This is an optimization exercise on Yosys and OpenROAD, whose aim is small area, a short achievable clock period and few clock cycles per item, not a production implementation.
Function was not checked in any run shown here: the RTL went through the layout flow alone.

==> flow/design.v, too long to show whole: its modules and the start of the top module <==
// module led_sce_glut: 140 lines
// module led_sce_cell: 3065 lines
module led_sce_cell (
    input  wire               clk,
    input  wire               rst,
    input  wire [15:0]        kp,
    input  wire [15:0]        smooth,
    input  wire [15:0]        noise,
    input  wire               delta,
    input  wire               in_valid,
    output wire               in_ready,
    input  wire signed [17:0] in_target,
    input  wire signed [17:0] in_cur,
    input  wire signed [17:0] in_sm,
    output reg                out_valid,
    input  wire               out_ready,
    output reg  signed [17:0] out_cur,
    output reg  signed [17:0] out_sm,
    output reg         [7:0]  out_value
);
  // ...
==> flow/flow/run.sh <==
#!/bin/bash
# Own layout flow: the standard layout (standard.sh, ORFS synth to finish)
# with two make variables changed:
#  * SYNTH_ARGS=-noabc: Yosys's synth skips its generic "abc -fast" pass, so
#    the full-adder trees written out in the RTL reach extract_fa as written
#    and map to sky130 fa/ha cells without extra inverters. The register
#    names and cell types are the same as in the standard synthesis.
#  * BUFFER_PORTS_ARGS: every input and output port still gets its buffer,
#    but a sky130_fd_sc_hd__buf_1 instead of the clkdlybuf4s50_1 delay cell.
#  * CTS_ARGS: clock tree synthesis without dummy loads, clusters of up to 20 sinks.
# Each tool's full output is in the ORFS logs under orfs/logs/; make's own
# output goes to flow_make.log here.
set -euo pipefail
bash standard.sh SYNTH_ARGS=-noabc "BUFFER_PORTS_ARGS=-buffer_cell sky130_fd_sc_hd__buf_1" \
  "CTS_ARGS=-sink_clustering_enable -repair_clock_nets -dont_use_dummy_load -sink_clustering_size 20 -sink_clustering_max_diameter 120" finish > flow_make.log 2>&1
==> flow/standard.sh <==
#!/bin/bash
# synth_recipe.tcl (not shown) runs the flow's synth.tcl, then flattens the netlist and writes it again
# the make line also repeats each setting of config.mk as NAME=value (left out here)
make -C /OpenROAD-flow-scripts/flow DESIGN_CONFIG=/design/flow/config.mk WORK_HOME=/design/flow/orfs CLKGATE_MAP_FILE= SYNTH_SCRIPT=/design/flow/synth_recipe.tcl "${@:-finish}"
==> flow/config.mk <==
export PLATFORM = sky130hd
export DESIGN_NAME = led_sce_cell
export DESIGN_NICKNAME = led_sce_cell
export VERILOG_FILES = /design/flow/design.v
export SDC_FILE = /design/flow/constraint.sdc
export NUM_CORES = 4
export LEC_CHECK = 0
export ABC_AREA = 1
export CAP_MARGIN = 20
export CORE_MARGIN = 2
export CORE_UTILIZATION = 60
export SLEW_MARGIN = 20
export SYNTH_MEMORY_MAX_BITS = 65536
==> flow/constraint.sdc <==
create_clock -name core_clock -period 55.0 [get_ports {clk}]
set_input_delay 11.0000 -clock core_clock [delete_from_list [all_inputs] [get_ports {clk}]]
set_output_delay 11.0000 -clock core_clock [all_outputs]
set_load 0.01 [all_outputs]
==> impl_metrics.ini, run 1 <==
[placement]
place.gp.congestion = 1.073
hpwlAfterDp_microns = 80620
placed_area_sq_mm = 0.03350
pre_cts_slack_ps = 42800

[hold_path]
hold_end = c2[16]

[grt]
use_met2_pct = 62.59
grt_pass1_vias = 28680
grt_busiest_layer = met2
overflow = 0
grt_max_degree = 77
globalRouteMet3Util_pct = 7.598

[critical_path]
worst-path-buf-inv = 8
critPathMostFrequentCell = fa_1
critPathMaxStageDelay_ps = 850
path_depth = 41
cp_max_fo = 48

[final_layout]
nClkBuffers = 19
multi_input_cells = 2726
largest_cell_class = multi-input combinational cells
multi_input_area_share_pct = 66.33
fillCellCount = 4304
regMostFlops = d2

[floorplanning]
dieArea_sq_mm = 0.05544

[clocking]
cts_setup_buffers = 0
cts_num_sinks = 281
htreeDepth = 1
root_buffer = clkbuf_16

[route]
vias = 27820

[logic_synthesis]
synth_compound_area_share_pct = 12.74
yosysTopAreaCell = fa_1
synth_ff_type = edfxtp_1
synth.cell_area_sq_mm = 0.03214
yosysTopAreaCellShare_pct = 24.79

[status]
status = no timing/DRC/antenna violations

[sta]
drv_slew = 0
==> run 2, diff against run 1 <==
--- a/flow/config.mk
+++ b/flow/config.mk
@@ -9,5 +9,5 @@
 export CAP_MARGIN = 20
 export CORE_MARGIN = 2
-export CORE_UTILIZATION = 60
+export CORE_UTILIZATION = 40
 export SLEW_MARGIN = 20
 export SYNTH_MEMORY_MAX_BITS = 65536
==> impl_metrics.ini, run 2 <==
[critical_path]
worstSetupPathType = reg2reg
worstRegToRegCells = 45
critPathLaunchType = register
arrival_ps = 12760
r2r_end = d2[18]
critPathMaxStageDelay_ps = 660
r2r-start = c1[17]
slowest_stage = a21oi_1
critPathMostFrequentCell = fa_1
cp_max_fo = 55
worst-path-buf-inv = 9
cp.required_ps = 55310
path_delay_family = adder cells
rrSetupSlack_ps = 42550
endpoint_kind = register

[final_layout]
fin_util_pct = 43.50
design_area_sq_mm = 0.03448
regMostFlops = d2
fillCellCount = 8043
layout_common_cells = nand2_1 (491), fa_1 (398), xor2_1 (368), nor2_1 (351), inv_1 (347)
multi_input_area_sq_mm = 0.02255
layout-drive-gt1-share_pct = 4.231
layout_commonest_cell = nand2_1
diodes = 0
finalNetCount = 4327
seqCellArea_sq_mm = 0.007518
syn2layout_area_growth_pct = 7.263
largest_register_ffs = 19

[placement]
hpwlAfterDp_microns = 83650
pre_cts_slack_ps = 42730
place.gp.congestion = 1.011
placed_area_sq_mm = 0.03399
portBuffers = 152

[route]
viasPerCell = 5.627
wl_per_cell_microns = 23.09
ant_nets = 0
drt_iter0_markers = 2375
routed_wl_microns = 108300
route.detailed.drc = 0
vias = 26390
dr.pass1.iters = 8

[sta]
fin_ws_ps = 42550
hold_violations = 0
whs_ps = 451.9
period_share_pct = 22.64
slew_headroom_pct = 27.89
setup_viol = 0
fmax_ghz = 0.08032
rsz0062_at_grt = false
drv_slew = 0
fin_crit_ps = 12450
setup_tns_ps = 0
clock_skew_ps = 53.98
worst_pin_slew_ps = 1078

[floorplanning]
top_level_ports = 153
die_y_microns = 287.5
rows = 103
dieArea_sq_mm = 0.08264
initial_core_util_pct = 40.56
die_x_microns = 287.5
core_area_sq_mm = 0.07926

[hold_path]
hold_class = reg2reg
whs_path_depth = 2
hold_end = k_cur[12]
hold_path_startpoint = k_cur[12]

[clocking]
cts_tree = yes
clock_path_buffers = 3
cts_made_buffers = 19
cts_setup_buffers = 0
cts_resized = 0
htreeDepth = 1
path_clk_slew_ps = 80
postCtsHoldBufs = 0
worstSkewPairLatency_ps = 560
cts_num_sinks = 281
root_buffer = clkbuf_16

[logic_synthesis]
yosysSeqAreaShare_pct = 23.39
synth_seq_cells = 281
async_reset_ff_share_pct = 0
synthTopCellsByArea = fa_1 (25%), edfxtp_1 (18%), xor2_1 (10%), ha_1 (7.0%), o22ai_1 (5.8%)
ys_top_cells_by_count = nand2_1 (491), fa_1 (398), xor2_1 (372), nor2_1 (351), inv_1 (349)
yosys_warnings = 2
yosysTopAreaCell = fa_1
ys_types = 59
yosysMostFrequentCell = nand2_1
syn_inst = 3577
synth_ff_type = edfxtp_1
avgSynthCellArea_sq_um = 8.986
yosysTopAreaCellShare_pct = 24.79
synth_edf_count = 189
syn-num-nets = 4262
synth.cell_area_sq_mm = 0.03214

[grt]
grt_pass1_wl_microns = 164700
overflow = 0
grt_max_degree = 123
grtUsageTotal_pct = 26.18
grt_pass1_vias = 26510
grt_antenna_before_repair = 6

[job]
drv_cap = 0

[status]
status = no timing/DRC/antenna violations
[run 2: cell counts after synthesis]
No cell type changed its count.
[run 2: cell families after synthesis]
group / Yosys count / share of synthesized area, %
simple gates: 1027 / 13.02
buf+inv: 570 / 6.749
flops: 281 / 23.39
compound gates: 675 / 12.74
xor+xnor: 446 / 12.32
fa+ha+maj: 578 / 31.79
[run 2: worst max-delay path by stage]
stage	start	to	slack (ps)	depth (start not counted)
after floorplan	out_ready	out_cur[0]	42670	2
after global placement	out_ready	out_cur[11]	42760	3
after detailed placement	c1[17]	d2[18]	42730	45
after CTS	c1[17]	d2[18]	42700	45
after global routing	c1[17]	d2[18]	41940	45
final	c1[17]	d2[18]	42550	45
[run 2: worst min-delay path, delay by kind of cell, from the launching register on]
family / cells / cell delay [ps]
DFF: 1 / 310
and+or+nand+nor: 2 / 110
[run 2: cell type report]
class / count / share of cell area, %
clock buffer: 19 / 1.379
sequential: 281 / 21.81
tap: 1050 / 3.810
inverter: 380 / 4.159
timing repair buffer: 234 / 3.440
multi-input combinational: 2726 / 65.41
[run 2: metal layers]
layer	track usage, %	routed length [microns]	up-vias
li1	-	-	12020
met2	41.90	49300	1105
met1	36.99	47320	13070
met5	0	53	-
met3	3.803	8235	191
met4	7.096	3371	8
[run 2: through the flow]
step	std cells
after floorplan	3577
after global placement	4671
after detailed placement	4671
after CTS	4690
after global routing	4690
final	4690

-- afterwards: timing with drivers on the ports --
The results above use ideal ports. As a check the final layouts listed here were re-extracted and re-timed, cells and wires unchanged. Step 1: set_driving_cell puts a clkbuf_16 on clk and a buf_2 on each other input, an assumption about the parent block. Step 2 times the ports against the registers' clock, not the clock port: input delays grow and output delays shrink by t, the midpoint of the rising clock arrivals with the driver on. Slacks: ideal ports / drivers / drivers and shift; pairs: ideal ports / drivers.
| run | t, ns | slack for setup (ns) | hold slack, ns | clock arrival spread, ns | worst slew at a driven data input, ns |
|---|---|---|---|---|---|
| run 1 | 0.576 | 42.743 / 42.743 / 42.743 | 0.415 / 0.415 / 0.415 | 0.075 / 0.075 | 0.05 |
| run 2 | 0.597 | 42.550 / 42.550 / 42.550 | 0.452 / 0.452 / 0.452 | 0.055 / 0.055 | 0.07 |
After both steps setup and hold are still met in every run listed.
